What follows belongs to an exercise in optimizing a design on an open flow for small area; a production flow would make more cautious choices.
Only simulation tests tie the RTL to the original design; equivalence was not proved.
Power and IR drop assume default switching activity.

## amber
==> flow/design.v <==
module irrig_node (
    input  wire       clk,
    input  wire       rst,
    input  wire       line_in,
    output wire       sw_drive,
    input  wire [7:0] moist,
    input  wire       rx_valid,
    input  wire [7:0] rx_data,
    output wire       tx_valid,
    output reg  [7:0] tx_data,
    output wire       zdata,
    output wire       zclk,
    output wire       zlatch
);
    localparam [3:0] S_AWAIT = 4'd0,
                     S_START = 4'd1,
                     S_MEAS  = 4'd2,
                     S_CHECK = 4'd3,
                     S_DONE  = 4'd4,
                     S_MOIST = 4'd5,
                     S_ZONE  = 4'd6,
                     S_ZHI   = 4'd7,
                     S_ZLO   = 4'd8,
                     S_ZLAT  = 4'd9,
                     S_CONV  = 4'd10,
                     S_SEND  = 4'd11;
    reg [3:0]  st;
    reg        rx_full;
    reg [3:0]  rxz;       
    reg [3:0]  zcur;      
    reg        zflag;     
    reg [6:0]  p;
    reg [7:0]  tmr;
    reg [7:0]  S;
    reg [15:0] R;
    reg        fs;        
    reg [1:0]  fh;
    reg [3:0]  ft, fu;
    reg        cact, chalf;
    reg        ml;        
    reg [6:0]  txc;       
    localparam [6:0] TX_A = 7'd44, TX_V = 7'd127;    
    wire a_await = (st == S_AWAIT);
    wire a_start = (st == S_START);
    wire a_meas  = (st == S_MEAS);
    wire a_send  = (st == S_SEND);
    wire take      = a_await && rx_full;
    wire meas_end  = (line_in == p[0]);
    wire [7:0] tmr_inc = tmr + 8'd1;
    wire [6:0] p_inc   = p + 7'd1;
    wire tmr_lim   = (tmr == 8'd254);
    wire bitv      = (tmr >= 8'd30);
    wire bit_phase = !p[0] && (p[6:3] != 4'd0);
    wire b4_phase  = p[6] && (p[5:3] != 3'd0);
    wire byte_end  = (p[3:0] == 4'd6) && !b4_phase;
    wire last_ph   = (p == 7'd86);
    wire start_end = (p[1:0] == 2'd3) && (tmr == 8'd231);
    wire tx_v      = (txc == TX_V);
    wire tx_ready  = (txc == 7'd0) || tx_v;
    assign tx_valid = tx_v;
    wire write     = a_send && tx_ready;
    assign sw_drive = a_start;
    assign zclk     = (st == S_ZHI);
    assign zlatch   = (st == S_ZLAT);
    assign zdata    = ((p[2:0] + zcur[2:0]) == 3'd0);
    localparam [6:0] P_SIGN = 7'd7, P_TH = 7'd8, P_TT = 7'd9, P_TU = 7'd10,
                     P_MH = 7'd25, P_MT = 7'd26, P_MU = 7'd27,
                     P_ZONE = 7'd44;
    wire mag_zero = (fh == 2'd0) && (ft == 4'd0) && (fu == 4'd0);
    wire in_moist = (p == P_MH) || (p == P_MT) || (p == P_MU);
    reg  [7:0] s_op;
    always @(*) begin
        if (a_meas)             s_op = {R[6:0], bitv};
        else if (cact)          s_op = r_op;
        else case (p[1:0])
            2'd1:    s_op = 8'h9C;    
            2'd2:    s_op = 8'hF6;    
            default: s_op = 8'hFF;    
        endcase
    end
    wire [8:0] s_sum = {1'b0, S} + {1'b0, s_op};
    wire       s_ge  = s_sum[8];
    wire       d_zero = (tmr[3:0] == 4'd0);
    reg slot_empty;
    always @(*) begin
        case (p)
            P_SIGN: slot_empty = !fs;
            P_TH:   slot_empty = (fh == 2'd0);
            P_TT:   slot_empty = (fh == 2'd0) && (ft == 4'd0);
            P_MH:   slot_empty = !s_ge && d_zero;
            P_MT:   slot_empty = !s_ge && d_zero && !ml;
            default: slot_empty = 1'b0;
        endcase
    end
    always @(*) begin
        case (p[5:0])
            7'd1:  tx_data = "T";
            7'd2:  tx_data = "e";
            7'd3:  tx_data = "m";
            7'd4:  tx_data = "p";
            7'd5:  tx_data = ":";
            7'd6:  tx_data = " ";
            7'd7:  tx_data = "-";
            7'd8:  tx_data = {6'b001100, fh};
            7'd9:  tx_data = {4'h3, ft};
            7'd10: tx_data = {4'h3, fu};
            7'd11: tx_data = " ";
            7'd12: tx_data = "F";
            7'd13: tx_data = ",";
            7'd14: tx_data = " ";
            7'd15: tx_data = "M";
            7'd16: tx_data = "o";
            7'd17: tx_data = "i";
            7'd18: tx_data = "s";
            7'd19: tx_data = "t";
            7'd20: tx_data = "u";
            7'd21: tx_data = "r";
            7'd22: tx_data = "e";
            7'd23: tx_data = ":";
            7'd24: tx_data = " ";
            7'd25: tx_data = {4'h3, tmr[3:0]};
            7'd26: tx_data = {4'h3, tmr[3:0]};
            7'd27: tx_data = {4'h3, tmr[3:0]};
            7'd28: tx_data = ",";
            7'd29: tx_data = " ";
            7'd30: tx_data = "C";
            7'd31: tx_data = "u";
            7'd32: tx_data = "r";
            7'd33: tx_data = "r";
            7'd34: tx_data = "e";
            7'd35: tx_data = "n";
            7'd36: tx_data = "t";
            7'd37: tx_data = " ";
            7'd38: tx_data = "Z";
            7'd39: tx_data = "o";
            7'd40: tx_data = "n";
            7'd41: tx_data = "e";
            7'd42: tx_data = ":";
            7'd43: tx_data = " ";
            7'd44: tx_data = {4'h3, zcur};
            default: tx_data = 8'h0A;
        endcase
    end
    wire       neg    = R[15];
    wire       m_nz   = (R[14:8] != 7'd0);
    wire       b_nz   = (R[7:0] != 8'd0);
    wire       c_run  = cact && (m_nz || b_nz);
    wire [5:0] r      = S[5:0];
    wire       rcarry = m_nz ? (r >= 6'd5) : (r >= 6'd41);
    reg  [7:0] r_op;
    always @(*) begin
        case ({m_nz, rcarry})
            2'b11:   r_op = 8'hFB;    
            2'b10:   r_op = 8'd45;
            2'b01:   r_op = 8'hD7;    
            default: r_op = 8'd9;
        endcase
    end
    wire fin_corr = neg && (r == 6'd49) && (fs || mag_zero);
    wire q_step   = cact && ((m_nz || b_nz) ? rcarry : fin_corr);
    wire q_up     = !neg || fs || mag_zero;          
    reg [1:0] fh_n;
    reg [3:0] ft_n, fu_n;
    always @(*) begin
        fh_n = fh; ft_n = ft; fu_n = fu;
        if (q_up) begin
            if (fu == 4'd9) begin
                fu_n = 4'd0;
                if (ft == 4'd9) begin ft_n = 4'd0; fh_n = fh + 2'd1; end
                else ft_n = ft + 4'd1;
            end else fu_n = fu + 4'd1;
        end else begin
            if (fu == 4'd0) begin
                fu_n = 4'd9;
                if (ft == 4'd0) begin ft_n = 4'd9; fh_n = fh - 2'd1; end
                else ft_n = ft - 4'd1;
            end else fu_n = fu - 4'd1;
        end
    end
    always @(posedge clk) begin
        if (rst) begin
            st      <= S_AWAIT;
            rx_full <= 1'b0;
            zcur    <= 4'd0;
            fs      <= 1'b0;
            fh      <= 2'd0;
            ft      <= 4'd3;
            fu      <= 4'd2;
            cact    <= 1'b0;
            txc     <= 7'd0;
        end else begin
            if (rx_valid && !rx_full)
                rx_full <= 1'b1;
            else if (take)
                rx_full <= 1'b0;
            if (write)
                txc <= TX_A;
            else if (tx_v)
                txc <= 7'd0;
            else
                txc <= {txc[5:0], txc[6] ^ txc[5]};
            if (st == S_CHECK) begin
                if (S == 8'd0) begin
                    fs <= 1'b0; fh <= 2'd0; ft <= 4'd3; fu <= 4'd2;
                    cact <= 1'b1;
                end
            end else begin
                if (q_step) begin
                    fh <= fh_n; ft <= ft_n; fu <= fu_n;
                    if (neg && mag_zero) fs <= 1'b1;
                end
                if (!c_run)
                    cact <= 1'b0;
            end
            if (take && rxz != 4'd0)
                zcur <= rxz;
            case (st)
                S_AWAIT: if (rx_full) st <= S_START;
                S_START: if (start_end) st <= S_MEAS;
                S_MEAS: begin
                    if (meas_end) begin
                        if (last_ph) st <= S_CHECK;
                    end else if (tmr_lim) begin
                        st <= S_DONE;
                    end
                end
                S_CHECK: st <= S_DONE;
                S_DONE:  st <= S_MOIST;
                S_MOIST: st <= S_ZONE;
                S_ZONE:  st <= zflag ? S_ZHI : S_CONV;
                S_ZHI:   st <= S_ZLO;
                S_ZLO:   st <= (p[2:0] == 3'd7) ? S_ZLAT : S_ZHI;
                S_ZLAT:  st <= S_CONV;
                S_CONV:  st <= S_SEND;
                S_SEND:  if (write && p == P_ZONE) st <= S_AWAIT;
                default: st <= S_AWAIT;
            endcase
        end
    end
    always @(posedge clk) begin
        if (rx_valid && !rx_full)
            rxz <= (rx_data >= 8'h31 && rx_data <= 8'h38) ? rx_data[3:0] : 4'd0;
        if (take)
            zflag <= (rxz != 4'd0);
        if (a_await)
            tmr <= 8'd0;
        else if (a_start)
            tmr <= start_end ? 8'd0 : tmr_inc;
        else if (a_meas)
            tmr <= meas_end ? 8'd1 : tmr_inc;
        else if (st == S_MOIST)
            tmr <= moist;
        else if (a_send && in_moist) begin
            if (write) tmr[3:0] <= 4'd0;
            else if (s_ge) tmr[3:0] <= tmr_inc[3:0];
        end else if (a_send && write && p == 7'd24)
            tmr[3:0] <= 4'd0;
        if (take)
            p <= 7'd0;
        else if (a_start) begin
            if (start_end || tmr == 8'd255) p <= p_inc;
        end else if (a_meas) begin
            if (meas_end) p <= p_inc;
        end else if (st == S_ZONE || st == S_CONV)
            p <= 7'd0;
        else if (st == S_ZLO)
            p <= p_inc;
        else if (a_send) begin
            if (write || slot_empty) p <= p_inc;
        end
        if (take)
            S <= 8'd0;
        else if (a_meas) begin
            if (meas_end && bit_phase) begin
                if (b4_phase) S <= {S[6:0], S[7] ^ bitv};
                else if (byte_end) S <= s_sum[7:0];
            end
        end else if (st == S_CHECK)
            S <= neg ? 8'd24 : 8'd25;
        else if (c_run)
            S <= s_sum[7:0];
        else if (a_send && write && p == 7'd24)
            S <= tmr;
        else if (a_send && in_moist && !write && s_ge)
            S <= s_sum[7:0];
        if (a_meas) begin
            if (meas_end && bit_phase && !b4_phase) R <= {R[14:0], bitv};
        end else if (cact) begin
            if (m_nz) begin
                if (chalf) R[14:8] <= R[14:8] - 7'd1;
            end else if (b_nz) begin
                R[7:0] <= R[7:0] - 8'd1;
            end
        end
        if (st == S_CHECK) chalf <= 1'b0;
        else if (cact && m_nz) chalf <= !chalf;
        if (st == S_MOIST) ml <= 1'b0;
        else if (write && p == P_MH) ml <= 1'b1;
    end
endmodule
export LEC_CHECK = 0
export CAP_MARGIN = 20
export CORE_MARGIN = 2
export CORE_UTILIZATION = 65
export CTS_BUF_LIST = sky130_fd_sc_hd__clkbuf_8
export PLACE_DENSITY = 0.75
export SLEW_MARGIN = 20
create_clock -name core_clock -period 20.0 [get_ports {clk}]
run.sh (not shown) runs the stock make flow with config.mk's settings and CLKGATE_MAP_FILE= SYNTH_SCRIPT=/design/flow/synth_recipe.tcl, a recipe that flattens the netlist after the stock synthesis.
### amber -> juniper
-- flow/design.v --
<<< amber, line 51
    wire tmr_lim   = (tmr == 8'd254);
    wire bitv      = (tmr >= 8'd30);
    wire bit_phase = !p[0] && (p[6:3] != 4'd0);
    wire b4_phase  = p[6] && (p[5:3] != 3'd0);
    wire byte_end  = (p[3:0] == 4'd6) && !b4_phase;
    wire last_ph   = (p == 7'd86);
    wire start_end = (p[1:0] == 2'd3) && (tmr == 8'd231);
    wire tx_v      = (txc == TX_V);
    wire tx_ready  = (txc == 7'd0) || tx_v;
>>> juniper, line 51
    wire tmr_lim   = (tmr == 8'd254);
    wire bitv      = (tmr >= 8'd30);
    wire bit_phase = !p[0] && (p[6:4] != 3'd0);
    wire b4_phase  = p[6] && p[4];
    wire byte_end  = (p[3:0] == 4'd14) && !b4_phase;
    wire last_ph   = (p == 7'd94);
    wire start_end = (p[1:0] == 2'd3) && tmr_lim;
    wire tx_v      = (txc == TX_V);
    wire tx_ready  = (txc == 7'd0) || tx_v;
<<< amber, line 72
    always @(*) begin
        if (a_meas)             s_op = {R[6:0], bitv};
        else if (cact)          s_op = r_op;
        else case (p[1:0])
            2'd1:    s_op = 8'h9C;    
>>> juniper, line 72
    always @(*) begin
        if (a_meas)             s_op = {R[6:0], bitv};
        else case (p[1:0])
            2'd1:    s_op = 8'h9C;    
<<< amber, line 94
    end
    always @(*) begin
        case (p[5:0])
            7'd1:  tx_data = "T";
            7'd2:  tx_data = "e";
>>> juniper, line 93
    end
    always @(*) begin
        case (p)
            7'd1:  tx_data = "T";
            7'd2:  tx_data = "e";
<<< amber, line 146
    wire       b_nz   = (R[7:0] != 8'd0);
    wire       c_run  = cact && (m_nz || b_nz);
    wire [5:0] r      = S[5:0];
    wire       rcarry = m_nz ? (r >= 6'd5) : (r >= 6'd41);
    reg  [7:0] r_op;
    always @(*) begin
        case ({m_nz, rcarry})
            2'b11:   r_op = 8'hFB;    
            2'b10:   r_op = 8'd45;
            2'b01:   r_op = 8'hD7;    
            default: r_op = 8'd9;
        endcase
    end
>>> juniper, line 145
    wire       b_nz   = (R[7:0] != 8'd0);
    wire       c_run  = cact && (m_nz || b_nz);
    wire [5:0] r      = tmr[5:0];
    wire       rcarry = m_nz ? (r >= 6'd5) : (r >= 6'd41);
    reg  [5:0] r_next;
    always @(*) begin
        case ({m_nz, rcarry})
            2'b11:   r_next = r - 6'd5;
            2'b10:   r_next = r + 6'd45;
            2'b01:   r_next = r - 6'd41;
            default: r_next = r + 6'd9;
        endcase
    end
<<< amber, line 244
            zflag <= (rxz != 4'd0);
        if (a_await)
            tmr <= 8'd0;
        else if (a_start)
            tmr <= start_end ? 8'd0 : tmr_inc;
        else if (a_meas)
            tmr <= meas_end ? 8'd1 : tmr_inc;
        else if (st == S_MOIST)
            tmr <= moist;
        else if (a_send && in_moist) begin
            if (write) tmr[3:0] <= 4'd0;
>>> juniper, line 243
            zflag <= (rxz != 4'd0);
        if (a_await)
            tmr <= 8'd23;
        else if (a_start)
            tmr <= start_end ? 8'd0 : tmr_inc;
        else if (a_meas)
            tmr <= meas_end ? 8'd1 : tmr_inc;
        else if (st == S_CHECK)
            tmr <= {2'b00, neg ? 6'd24 : 6'd25};
        else if (a_send && in_moist) begin
            if (write) tmr[3:0] <= 4'd0;
<<< amber, line 256
        end else if (a_send && write && p == 7'd24)
            tmr[3:0] <= 4'd0;
        if (take)
            p <= 7'd0;
        else if (a_start) begin
            if (start_end || tmr == 8'd255) p <= p_inc;
        end else if (a_meas) begin
            if (meas_end) p <= p_inc;
>>> juniper, line 255
        end else if (a_send && write && p == 7'd24)
            tmr[3:0] <= 4'd0;
        else if (c_run)
            tmr[5:0] <= r_next;
        if (take)
            p <= 7'd0;
        else if (a_start) begin
            if (start_end) p <= 7'd12;
            else if (tmr == 8'd255) p <= p_inc;
        end else if (a_meas) begin
            if (meas_end) p <= p_inc;
<<< amber, line 276
                else if (byte_end) S <= s_sum[7:0];
            end
        end else if (st == S_CHECK)
            S <= neg ? 8'd24 : 8'd25;
        else if (c_run)
            S <= s_sum[7:0];
        else if (a_send && write && p == 7'd24)
            S <= tmr;
        else if (a_send && in_moist && !write && s_ge)
            S <= s_sum[7:0];
>>> juniper, line 278
                else if (byte_end) S <= s_sum[7:0];
            end
        end else if (st == S_MOIST)
            S <= moist;
        else if (a_send && in_moist && !write && s_ge)
            S <= s_sum[7:0];
[summary]
- Fraction of power spent switching nets, amber and juniper, higher one = juniper.
- For amber, the worst setup path endpoint was tx_data[4], unlike juniper, where it was tx_data[3].
- juniper improves on amber in internal power consumption.
- For the multiplexer share of the synthesized area, juniper came in 1.6 points lower than amber did.
- Measured against each other, amber and juniper differ in setup slack after layout, the higher figure coming from amber.
- [compare] base=amber new=juniper: leakage power figure picked up an extra about 4%, arrival time of the worst setup path rose 0.28 ns, switching power of the nets now smaller.
- Compared with amber, post-detailed-routing wire length in juniper increased by a few percent.
- juniper ends up with higher number of buffers other than clock buffers in the final layout than amber does.
- In juniper, the overall routing resource usage came out 0.18 points above the value in amber.

==> port drivers added, routing unchanged <==
The flow's constraints put no driver on any port. The routed layouts listed below were extracted and timed again, unchanged, in two steps.
Step 1 sets driving cells, clkbuf_16 on the clock port and buf_2 on the other inputs (assumed; they add their load-dependent delay and slew).
Step 2 moves the port delays by t, midway between the first and last clock arrival at a register: inputs arrive t later, outputs are due t later. That takes back most of the time a late clock gives input paths.
Slacks: ideal ports / drivers / drivers and shift; pairs: ideal ports / drivers.
run	t, ns	setup WS [ns]	worst setup path at the end
amber	0.387	12.566 / 12.531 / 12.918	register to output
juniper	0.390	12.287 / 12.250 / 12.640	register to output
After both steps every run listed still meets setup and hold.
